Background: an optimization exercise with open tools, aiming at small area, a short achievable clock period and few clock cycles. Do not read the settings as production practice. At most, simulation tests tie the RTL to the original design; equivalence was not proved. Power is estimated from default activity; no workload was simulated.

## s1desc_unit
module s1desc_unit (
    input  wire        clk,
    input  wire        rst,
    input  wire        cmd_valid,
    output wire        cmd_ready,
    input  wire [7:0]  cmd_op,
    input  wire [63:0] cmd_a,
    input  wire [64:0] cmd_b,
    input  wire [63:0] cmd_c,
    input  wire [64:0] cmd_d,
    input  wire [2:0]  cmd_attrs,
    output wire        rsp_valid,
    output wire [3:0]  rsp_status,
    output wire [63:0] rsp_data,
    output wire        mem_req,
    output wire        mem_we,
    output wire [47:0] mem_addr,
    output wire [63:0] mem_wdata,
    input  wire        mem_gnt,
    input  wire [63:0] mem_rdata
);
==> flow/config.mk <==
export PLATFORM = sky130hd
export DESIGN_NAME = s1desc_unit
export DESIGN_NICKNAME = s1desc_unit
export VERILOG_FILES = /design/flow/design.v
export SDC_FILE = /design/flow/constraint.sdc
export NUM_CORES = 4
export LEC_CHECK = 0
export CAP_MARGIN = 20
export CORE_MARGIN = 2
export CORE_UTILIZATION = 40
export CTS_BUF_LIST = sky130_fd_sc_hd__clkbuf_4 sky130_fd_sc_hd__clkbuf_8
export SLEW_MARGIN = 20
==> flow/constraint.sdc <==
create_clock -name core_clock -period 10.0 [get_ports {clk}]
set_input_delay 2.0000 -clock core_clock [delete_from_list [all_inputs] [get_ports {clk}]]
set_output_delay 2.0000 -clock core_clock [all_outputs]
set_load 0.01 [all_outputs]
standard.sh (not shown) runs the stock make flow with config.mk's settings and CLKGATE_MAP_FILE= SYNTH_SCRIPT=/design/flow/synth_recipe.tcl, a recipe that flattens the netlist after the stock synthesis.
==> flow/flow/run.sh <==
#!/bin/bash
# The standard layout (standard.sh, unchanged synthesis), with two
# changes to how it is built: repair_timing aims for 6.5 ns of setup slack
# against the unchanged 10 ns constraint, and the port buffers that
# buffer_ports inserts use the smallest buffer cell. The whole ORFS output
# goes to flow_standard.log; per-step logs stay under orfs/logs/.
set -euo pipefail
bash standard.sh SETUP_SLACK_MARGIN=6.5 "BUFFER_PORTS_ARGS=-buffer_cell sky130_fd_sc_hd__buf_1" finish > flow_standard.log 2>&1
Testbench counts at the start, summed over its fixed seeds: cycles 27,274.
Next try:
--- a/flow/design.v
+++ b/flow/design.v
@@ -48,25 +48,24 @@
     reg        rd53_q, rd54_q;   
     reg        initialized;
     reg        mmu_m;            
     reg        mreq_q;
     reg        mwe_q;
     reg        l2f_q;            
     reg [13:0] ap_q;             
     reg [13:0] pp_q;             
     reg        wpg_q, wxn_q, wndev_q, wro_q;
     reg        is_pa_q;          
     reg        lk_err_q;         
     reg        rdp_q;            
-    reg [15:0] endp_q;           
     reg        vcur_q;           
     reg        vnx_q;            
     reg [6:0]  q_gtab, q_eqab;   
     reg [6:0]  q_gtcd;           
     reg [6:0]  q_eqcd;
     reg [24:0] q_sz;             
     reg        q_al_bad, q_b_over, q_d_over, q_d_pend, q_a_oob;
     assign cmd_ready  = rdy_q;
     assign rsp_valid  = rv_q;
     assign rsp_status = rs_q;
     assign rsp_data   = {9'h0, rd54_q, rd53_q, 5'h0, rdh_q, ap_q, rdl_q};
     assign mem_req   = mreq_q;
@@ -123,24 +122,25 @@
     reg [15:0] rd_lo_imm;
     always @(*) begin
         rd_lo_imm = cmd_a[15:0];     
         if (opd[0])
             rd_lo_imm = {5'h0, 1'b1, cmd_attrs[0] ? 2'b10 : 2'b11,
                          cmd_attrs[1] ? 2'b10 : 2'b00, 1'b0,
                          cmd_attrs[0] ? 3'd0 : 3'd1, 2'b11};
         if (opd[1]) rd_lo_imm = 16'h0003;
         if (opd[2]) rd_lo_imm = {15'h0, cmd_a[0]};
         if (opd[3] | opd[11]) rd_lo_imm = 16'h0;
         if (opd[4]) rd_lo_imm = {13'h0, da_a[2:0]};
         if (opd[13]) rd_lo_imm = {15'h0, mmu_m};
+        if (opd[7])  rd_lo_imm = {|cmd_b[64:31], cmd_b[30:16]};   
     end
     wire [55:0] pa_ = {8'h0, cmd_a[63:16]};
     wire [55:0] pb_ = {7'h0, cmd_b[64:16]};
     wire [55:0] pc_ = {8'h0, cmd_c[63:16]};
     wire [55:0] pd_ = {7'h0, cmd_d[64:16]};
     function [1:0] cmp8;
         input [7:0] x, y;
         reg gt, eq;
         integer k;
         begin
             gt = 1'b0;
             eq = 1'b1;
@@ -197,26 +197,26 @@
         else if (c_size)          chk_st = E_SIZE_MISMATCH;
         else if (q_d_pend)        chk_st = E_PHYS_OOB;
         else if (c_a_eq_b)        chk_st = ST_OK;
         else if (q_a_oob)         chk_st = E_VIRT_OOB;
         else begin
             chk_st  = ST_OK;
             chk_fin = 1'b0;
         end
     end
     wire [14:0] vp1 = {1'b0, ap_q} + 15'd1;
     wire [14:0] vp2 = {1'b0, ap_q} + 15'd2;
     wire [13:0] apm = ap_q - 14'd1;
-    wire        end1 = !endp_q[15] && (vp1 == endp_q[14:0]);  
-    wire        end2 = !endp_q[15] && (vp2 == endp_q[14:0]);  
+    wire        end1 = !rdl_q[15] && (vp1 == rdl_q[14:0]);  
+    wire        end2 = !rdl_q[15] && (vp2 == rdl_q[14:0]);  
     wire        wrap1 = vp1[14];                              
     wire rd_bit = mem_rdata[0];
     wire acc = cmd_valid & rdy_q;
     always @(posedge clk) begin
         q_gtab <= gtab;
         q_eqab <= eqab;
         q_gtcd <= gtcd;
         q_eqcd <= eqcd;
         q_sz   <= szp;
         q_al_bad <= a_lo_nz | (|cmd_b[15:0]) | (|cmd_c[15:0]) | (|cmd_d[15:0]);
         q_b_over <= cmd_b[64] & (|cmd_b[63:16]);
         q_d_over <= cmd_d[64] & (|cmd_d[63:16]);
@@ -232,25 +232,24 @@
             rdh_q <= rd_hi_imm[31:14];
             rd54_q      <= opd[0];
             rd53_q      <= opd[0] & cmd_attrs[2];
         end
         if (s_lkd & is_pa_q)
             rdl_q[2:0] <= da_m[2:0];
         if (rdy_q) begin
             rs_q     <= st_imm;
             rdl_q    <= rd_lo_imm;
             is_pa_q  <= opd[10];
             lk_err_q <= lk_err_op | a_oob;
             ap_q     <= rd_hi_imm[13:0];
-            endp_q   <= {|cmd_b[64:31], cmd_b[30:16]};
             l2f_q    <= 1'b0;
             pp_q     <= cmd_c[29:16];
             vnx_q    <= 1'b0;
             wpg_q    <= 1'b1;
             wxn_q    <= cmd_attrs[2];
             wndev_q  <= !cmd_attrs[0];
             wro_q    <= cmd_attrs[1];
         end
         if (rst) begin
             rdy_q  <= 1'b1;
             rv_q   <= 1'b0;
             mreq_q <= 1'b0;
@@ -272,25 +271,25 @@
                 mreq_q <= opd[7] | is_lkf;
                 mwe_q  <= 1'b0;
                 s_ini  <= init_go;
                 s_lk   <= is_lkf;
                 s_mchk <= opd[7];
             end
             if (s_ini) begin
                 s_ini   <= 1'b0;
                 s_mw    <= 1'b1;
                 mreq_q  <= 1'b1;
                 mwe_q   <= 1'b1;
                 ap_q    <= 14'd0;
-                endp_q  <= 16'd2;
+                rdl_q   <= 16'd2;
                 l2f_q   <= 1'b1;
                 pp_q    <= 14'h10;
                 vnx_q   <= 1'b0;
                 wpg_q   <= 1'b0;
                 wxn_q   <= 1'b0;
                 wndev_q <= 1'b0;
                 wro_q   <= 1'b0;
             end
             if (s_lk & mem_gnt) begin
                 s_lk   <= 1'b0;
                 s_lkd  <= 1'b1;
                 mreq_q <= 1'b0;
Effect: Clock-buffer cell count is higher by 2. Die area shrinks slightly. Via count went up slightly. Worst hold slack gets better by 8.7 ps. Cell count stays flat. Final area is lower slightly. Wire length came out higher by a little under a tenth. Non-clock buffer count decreases by 1. Register-to-register slack gets better by 30 ps. Sequential share of layout area fell by 2.3 points. Maximum frequency hardly moves. Synthesized area goes down slightly. Setup slack barely changes. Sequential power came out lower by a few percent.
Testbench counts after the change, summed over its fixed seeds: cycles 27,274.

* * *

Setup of the baseline:
s1desc_unit, a different RTL version from the one above (not shown whole).
For scale: about 1900 cells after synthesis, about 120 flip-flops, about 15000 µm² of cells after synthesis.
Settings: LEC_CHECK=0, CAP_MARGIN=20, CORE_MARGIN=2, CORE_UTILIZATION=40, CTS_BUF_LIST=sky130_fd_sc_hd__clkbuf_4 sky130_fd_sc_hd__clkbuf_8, SLEW_MARGIN=20; clock period 10.0 ns.
Scripts as last shown in full above: flow/flow/run.sh
### the baseline -> the candidate
--- a/flow/design.v
+++ b/flow/design.v
@@ -46,33 +46,34 @@
     reg [47:30] rdh_q;           
     reg [15:0] rdl_q;            
     reg        rd53_q, rd54_q;   
     reg        initialized;
     reg        mmu_m;            
     reg        mreq_q;
     reg        mwe_q;
     reg        l2f_q;            
     reg [13:0] ap_q;             
+    reg [29:16] rdm_q;           
     reg        wpg_q, wxn_q, wndev_q, wro_q;
     reg        is_pa_q;          
     reg        lk_err_q;         
     reg        rdp_q;            
     reg        vcur_q;           
     reg        vnx_q;            
     reg [6:0]  q_gtab, q_eqab;   
     reg [6:0]  q_gtcd;           
     reg [6:0]  q_eqcd;
-    reg [12:0] q_sz;             
+    reg [24:0] q_sz;             
     reg        q_al_bad, q_b_over, q_d_over, q_d_pend, q_a_oob;
     assign cmd_ready  = rdy_q;
     assign rsp_valid  = rv_q;
     assign rsp_status = rs_q;
-    assign rsp_data   = {9'h0, rd54_q, rd53_q, 5'h0, rdh_q, ap_q, rdl_q};
+    assign rsp_data   = {9'h0, rd54_q, rd53_q, 5'h0, rdh_q, rdm_q, rdl_q};
     assign mem_req   = mreq_q;
     assign mem_we    = mwe_q;
     assign mem_addr  = {27'h0, 1'b1, 2'b00, l2f_q, ap_q, 3'b000};
     assign mem_wdata = {9'h0, wpg_q, wxn_q, 5'h0, 18'h0, rdh_q[43:30],
                         5'h0, wpg_q, wpg_q, wndev_q, wro_q, 2'b00,
                         2'b00, wndev_q, 2'b11};
     wire [7:0]  op    = cmd_op;
     wire        op_hi = |op[7:4];
     wire [15:0] opd;             
@@ -168,24 +169,23 @@
     wire [49:0] sa = pa_[49:0], sb = pb_[49:0], sc = pc_[49:0], sd = pd_[49:0];
     wire [49:0] s1 = sb ^ sc ^ ~sa;
     wire [49:0] k1 = {((sb & sc) | (sb & ~sa) | (sc & ~sa)), 1'b0};
     wire [49:0] s2 = s1 ^ k1 ^ ~sd;
     wire [49:0] k2 = {((s1 & k1) | (s1 & ~sd) | (k1 & ~sd)), 1'b0};
     wire [49:0] szt;
     assign szt[0] = !(s2[0] ^ k2[0]);
     assign szt[1] = (s2[1] ^ k2[1]) != (s2[0] | k2[0]);
     assign szt[49:2] = (s2[49:2] ^ k2[49:2]) ^ (s2[48:1] & k2[48:1]);
-    wire [51:0] szt4 = {2'b11, szt};
-    wire [12:0] szp;
+    wire [24:0] szp;
     genvar si;
     generate
-        for (si = 0; si < 13; si = si + 1) begin : g_szp
-            assign szp[si] = &szt4[4*si +: 4];
+        for (si = 0; si < 25; si = si + 1) begin : g_szp
+            assign szp[si] = szt[2*si] & szt[2*si+1];
         end
     endgenerate
     function grp_gt;
         input [6:0] gt, eq;
         integer k;
         begin
             grp_gt = 1'b0;
             for (k = 0; k < 7; k = k + 1)
                 grp_gt = gt[k] | (eq[k] & grp_gt);
@@ -226,33 +226,34 @@
         q_sz   <= szp;
         q_al_bad <= a_lo_nz | (|cmd_b[15:0]) | (|cmd_c[15:0]) | (|cmd_d[15:0]);
         q_b_over <= cmd_b[64] & (|cmd_b[63:16]);
         q_d_over <= cmd_d[64] & (|cmd_d[63:16]);
         q_d_pend <= (|cmd_d[64:31]) | (cmd_d[30] & (|cmd_d[29:16]));
         q_a_oob  <= a_oob;
         rdp_q <= mreq_q & !mwe_q & mem_gnt;
         if (s_lkd) begin
             rdh_q <= is_pa_q ? 18'h0 : mem_rdata[47:30];
-            ap_q  <= is_pa_q ? 14'h0 : mem_rdata[29:16];
+            rdm_q <= is_pa_q ? 14'h0 : mem_rdata[29:16];
             rd54_q      <= 1'b0;
             rd53_q      <= 1'b0;
         end else begin
+            rdm_q       <= rd_hi_imm[13:0];
             rd54_q      <= opl[0];
             rd53_q      <= opl[0] & cmd_attrs[2];
         end
         if (s_lkd & is_pa_q)
             rdl_q[2:0] <= da_m[2:0];
         if (rdy_q) begin
             rs_q     <= st_imm;
             rdl_q    <= rd_lo_imm;
             is_pa_q  <= opl[10];
             lk_err_q <= lk_err_op | a_oob;
-            ap_q     <= rd_hi_imm[13:0];
+            ap_q     <= cmd_a[29:16];
             l2f_q    <= 1'b0;
             rdh_q    <= {rd_hi_imm[31:28], opl[7] ? cmd_c[29:16] : rd_hi_imm[27:14]};
             vnx_q    <= 1'b0;
             wpg_q    <= 1'b1;
             wxn_q    <= cmd_attrs[2];
             wndev_q  <= !cmd_attrs[0];
             wro_q    <= cmd_attrs[1];
         end
         if (rst) begin
Notes after the runs:
Sequential cell count in the candidate is 21% higher than in the baseline
Comparing the baseline and the candidate, the higher routed via count divided by cell count is on the baseline.
In the reports for the baseline and the candidate, the larger multi-input combinational gate total belongs to the candidate.
~same fraction of met2 tracks used by global routing in the baseline and the candidate
Against the baseline, the candidate comes in 6.8 points lower on area added between synthesis and finish.
No run of this note included a check of the RTL's function; only the layout flow was run.

re-timing with driven ports:
How much do the figures lean on ideal ports? The routed layouts below were timed once more, with nothing changed but the port constraints.
Step 1 assumes that a clkbuf_16 drives the clock port and a buf_2 every other input.
Step 2 moves the port delays by t, midway between the first and last clock arrival at a register: inputs arrive t later, outputs are due t later. That takes back most of the time a late clock gives input paths.
Slacks: no drivers / after step 1 / after step 2; pairs: no drivers / after step 1.
| run | t, ns | setup WS [ns] | worst setup path at the end | latest minus earliest clock arrival (ns) | worst data-port slew with drivers (ns) |
|---|---|---|---|---|---|
| the first run of note 1 | 0.533 | 6.431 / 6.435 / 5.902 | input to register | 0.020 / 0.020 | 0.11 |
| the second run of note 1 | 0.534 | 6.432 / 6.448 / 5.913 | input to register | 0.016 / 0.017 | 0.10 |
| the baseline | 0.515 | 6.380 / 6.351 / 5.836 | input to register | 0.028 / 0.028 | 0.11 |
| the candidate | 0.536 | 6.501 / 6.517 / 5.980 | input to register | 0.019 / 0.019 | 0.09 |
After both steps every run listed still meets setup and hold. For the baseline, which loses most, drivers alone change the setup slack by -0.029 ns; drivers and shift together by -0.544 ns.
